Background: an optimization exercise with open tools, aiming at small area, a short achievable clock period and few clock cycles per item. Do not read the settings as production practice.
The RTL was checked by simulation tests, not by an equivalence proof against the original design.

## main
==> flow/design.v <==
module calc_alu64 (
  input  wire        clk,
  input  wire        rst,
  input  wire        in_valid,
  output wire        in_ready,
  input  wire [1:0]  op,         
  input  wire [63:0] a,
  input  wire [63:0] b,
  output reg         out_valid,
  output wire [63:0] result
);
  localparam OP_ADD = 2'd0, OP_SUB = 2'd1, OP_MUL = 2'd2, OP_DIV = 2'd3;
  reg        rdy;      
  reg        v;        
  reg        ms;       
  reg        ds;       
  reg [1:0]  opr;
  reg [6:0]  la, lb;   
  reg [5:0]  bc;       
  reg        inv;      
  reg [6:0]  cnt;      
  reg [67:0] X;        
  reg [66:0] Y;        
  reg [63:0] R;        
  assign in_ready = rdy;
  assign result   = R;
  function automatic [6:0] lod64(input [63:0] x);    
    reg [63:0] vv;
    reg [383:0] pp;      
    integer lvl, i;
    begin
      vv = x;
      pp = 384'd0;
      for (lvl = 0; lvl < 6; lvl = lvl + 1) begin
        for (i = 0; i < (32 >> lvl); i = i + 1) begin
          if (vv[2*i+1])
            pp[6*i +: 6] = pp[6*(2*i+1) +: 6] | (6'd1 << lvl);
          else
            pp[6*i +: 6] = pp[6*(2*i) +: 6];
          vv[i] = vv[2*i+1] | vv[2*i];
        end
      end
      lod64 = {vv[0], pp[5:0]};
    end
  endfunction
  function automatic [7:0] bytes_nz(input [63:0] x);
    integer i;
    for (i = 0; i < 8; i = i + 1) bytes_nz[i] = |x[8*i +: 8];
  endfunction
  wire [7:0] ba = bytes_nz(a);
  wire [7:0] bb = bytes_nz(b);
  wire [7:0] ba_s = ba | {1'b0, ba[7:1]} | {2'b0, ba[7:2]} | {3'b0, ba[7:3]} |
                    {4'b0, ba[7:4]} | {5'b0, ba[7:5]} | {6'b0, ba[7:6]} | {7'b0, ba[7]};
  wire       b_above = |(bb & ~ba_s);
  wire       swap = (op == OP_MUL) & b_above;
  wire       in_qf = b_above | ~|bb;
  function automatic [5:0] booth(input [3:0] p, input pb);
    booth = {p[0] ^ pb, (p[1] & ~p[0] & ~pb) | (~p[1] & p[0] & pb), p[1],
             p[2] ^ p[1], (p[3] & ~p[2] & ~p[1]) | (~p[3] & p[2] & p[1]), p[3]};
  endfunction
  function automatic [67:0] bkadd(input [67:0] x, input [67:0] y, input c);
    reg [68:0] g, p, G, P;    
    integer i, d;
    begin
      g = {x & y, c};
      p = {x ^ y, 1'b0};
      G = g;
      P = p;
      for (d = 1; d < 69; d = d * 2)
        for (i = 2*d - 1; i < 69; i = i + 2*d) begin
          G[i] = G[i] | (P[i] & G[i-d]);
          P[i] = P[i] & P[i-d];
        end
      for (d = 64; d >= 1; d = d / 2)
        for (i = 3*d - 1; i < 69; i = i + 2*d) begin
          G[i] = G[i] | (P[i] & G[i-d]);
          P[i] = P[i] & P[i-d];
        end
      bkadd = p[68:1] ^ G[67:0];
    end
  endfunction
  wire [67:0] asum = bkadd(X, {1'b0, Y} ^ {68{inv}}, inv);
  wire        q    = ~asum[67];          
  wire [63:0] mc = X[63:0];
  wire [63:0] mp = Y[63:0];
  wire one0 = bc[5], two0 = bc[4], neg0 = bc[3];
  wire one1 = bc[2], two1 = bc[1], neg1 = bc[0];
  wire [63:0] m0   = ({64{one0}} & mc) | ({64{two0}} & {mc[62:0], 1'b0});
  wire [63:0] m1   = ({64{one1}} & mc) | ({64{two1}} & {mc[62:0], 1'b0});
  wire [63:0] pp0  = m0 ^ {64{neg0}};
  wire [63:0] pp1  = {m1[61:0], 2'b00} ^ {64{neg1}};
  wire [63:0] racc = v ? 64'd0 : R;
  wire [63:0] cs_s = racc ^ pp0 ^ pp1;
  wire [63:0] cs_c = (racc & pp0) | (racc & pp1) | (pp0 & pp1);
  wire [67:0] msum_w = bkadd({4'd0, cs_s}, {4'd0, cs_c[62:0], neg0}, neg1);
  wire [63:0] msum = msum_w[63:0];
  wire        mlast = (mp[63:3] == 61'd0);    
  wire        mnext = (mp[63:7] == 57'd0);    
  wire [6:0]  dpos   = {1'b0, la[5:0]} - {1'b0, lb[5:0]};    
  wire        qz     = ~lb[6] | ~la[6] | dpos[6];
  wire [3:0]  sh     = dpos[5:2];
  wire [66:0] yshift = {Y[63:0], 3'b000} << {sh, 2'b00};
  wire is_mul = (opr == OP_MUL);
  wire is_div = (opr == OP_DIV);
  wire one_cycle = ~opr[1] | (opr[0] & qz);    
  always @(posedge clk) begin
    if (rst) begin
      rdy       <= 1'b1;
      v         <= 1'b0;
      ms        <= 1'b0;
      ds        <= 1'b0;
      out_valid <= 1'b0;
    end else begin
      v         <= rdy & in_valid;
      ms        <= (v & is_mul & ~mlast) | (ms & ~rdy);
      ds        <= (v & is_div & ~qz) | (ds & ~rdy);
      out_valid <= (v & (one_cycle | (is_mul & mlast))) | ((ms | ds) & rdy);
      if (rdy)
        rdy <= ~in_valid | ~op[1] | (op[0] & in_qf);
      else if (v)
        rdy <= is_mul ? mnext : qz;    
      else if (ms)
        rdy <= mnext;
      else
        rdy <= (cnt == 7'd2);
    end
  end
  always @(posedge clk) begin
    if (rdy) begin
      opr <= op;
      inv <= op[0];
      la  <= lod64(a);
      lb  <= lod64(b);
    end else if (ds) begin
      inv <= q;
    end
    cnt <= ds ? cnt - 7'd1 : {1'b0, sh, 2'b00} + 7'd4;
    if (rdy)
      bc <= swap ? booth(a[3:0], 1'b0) : booth(b[3:0], 1'b0);
    else
      bc <= booth(Y[7:4], Y[3]);
    if (rdy) begin
      X <= {4'd0, swap ? b : a};
      Y <= {3'd0, swap ? a : b};
    end else if (v & is_div) begin
      Y <= yshift;
    end else if (v | ms) begin
      X <= {X[63:0], 4'b0000};
      Y <= {4'b0000, Y[66:4]};
    end else if (ds) begin
      X <= asum;
      Y <= {1'b0, Y[66:1]};
    end
    if (v & ~is_mul)
      R <= (~opr[1]) ? asum[63:0] : 64'd0;
    else if (ds)
      R <= {R[62:0], q};
    else
      R <= msum;
  end
endmodule
==> flow/config.mk <==
export PLATFORM = sky130hd
export DESIGN_NAME = calc_alu64
export DESIGN_NICKNAME = calc_alu64
export VERILOG_FILES = /design/flow/design.v
export SDC_FILE = /design/flow/constraint.sdc
export NUM_CORES = 4
export LEC_CHECK = 0
export ABC_CLOCK_PERIOD_IN_PS = 3000
export CAP_MARGIN = 5
export CORE_MARGIN = 2
export CORE_UTILIZATION = 40
export PLACE_DENSITY = 0.6
export SETUP_SLACK_MARGIN = 5
export SLEW_MARGIN = 5
==> flow/constraint.sdc <==
create_clock -name core_clock -period 10.0 [get_ports {clk}]
set_input_delay 2.0000 -clock core_clock [delete_from_list [all_inputs] [get_ports {clk}]]
set_output_delay 2.0000 -clock core_clock [all_outputs]
set_load 0.01 [all_outputs]
standard.sh (not shown) runs the stock make flow with config.mk's settings and CLKGATE_MAP_FILE= SYNTH_SCRIPT=/design/flow/synth_recipe.tcl, a recipe that flattens the netlist after the stock synthesis.
==> flow/flow/run.sh <==
#!/bin/bash
set -euo pipefail
bash standard.sh "BUFFER_PORTS_ARGS=-buffer_cell sky130_fd_sc_hd__buf_2" SETUP_SLACK_MARGIN=5.5 finish > flow_make.log 2>&1
main reached the final stage; the timing, design-rule and antenna checks on its layout passed.
Testbench counts of main, summed over its fixed seeds: cycles 24,761, items 4,800.
--- input diff main..the feature branch ---
- CAP_MARGIN: 5 -> 20
- SLEW_MARGIN: 5 -> 20
==> flow/flow/run.sh <==
#!/bin/bash
set -euo pipefail
bash standard.sh "BUFFER_PORTS_ARGS=-buffer_cell sky130_fd_sc_hd__buf_2" SETUP_SLACK_MARGIN=5.25 finish > flow_make.log 2>&1
## What came out
The feature branch ended with less area of combinational cells with multiple inputs than main. Met3 layer wire length in the routed design (lower): the feature branch. The run showing the smaller routability-driven placement congestion ratio is the feature branch. Relative to main, core utilization has gone down in the feature branch. The final cell count reported for the feature branch is smaller than that of main by 40. main reports its class of the most critical setup path as reg -> reg while the feature branch reports in -> reg.

afterwards: timing with drivers on the ports:
Ports are ideal in the flow. The routed layouts listed here were re-timed in OpenROAD.
Step 1 (the two cells are an assumption about what drives the block):
set clk [get_ports {clk}]
set_driving_cell -lib_cell sky130_fd_sc_hd__clkbuf_16 $clk
set_driving_cell -lib_cell sky130_fd_sc_hd__buf_2 [delete_from_list [all_inputs] $clk]
Step 2 moves the port delays by t, midway between the first and last clock arrival at a register: inputs arrive t later, outputs are due t later. That takes back most of the time a late clock gives input paths.
Slacks: ideal / step 1 / step 2; pairs: ideal / step 1.
run	t (ns)	slack for setup (ns)	hold WS [ns]	worst setup path after step 2	clock arrival spread, ns
main	0.669	5.360 / 5.360 / 4.897	0.467 / 0.467 / 0.467	input to register	0.024 / 0.023
the feature branch	0.667	5.234 / 5.277 / 4.611	0.464 / 0.464 / 0.464	input to register	0.012 / 0.013
After both steps every run listed still meets setup and hold. The setup slack of the feature branch, which loses most, moves by +0.043 ns with the drivers and by -0.623 ns with both steps.
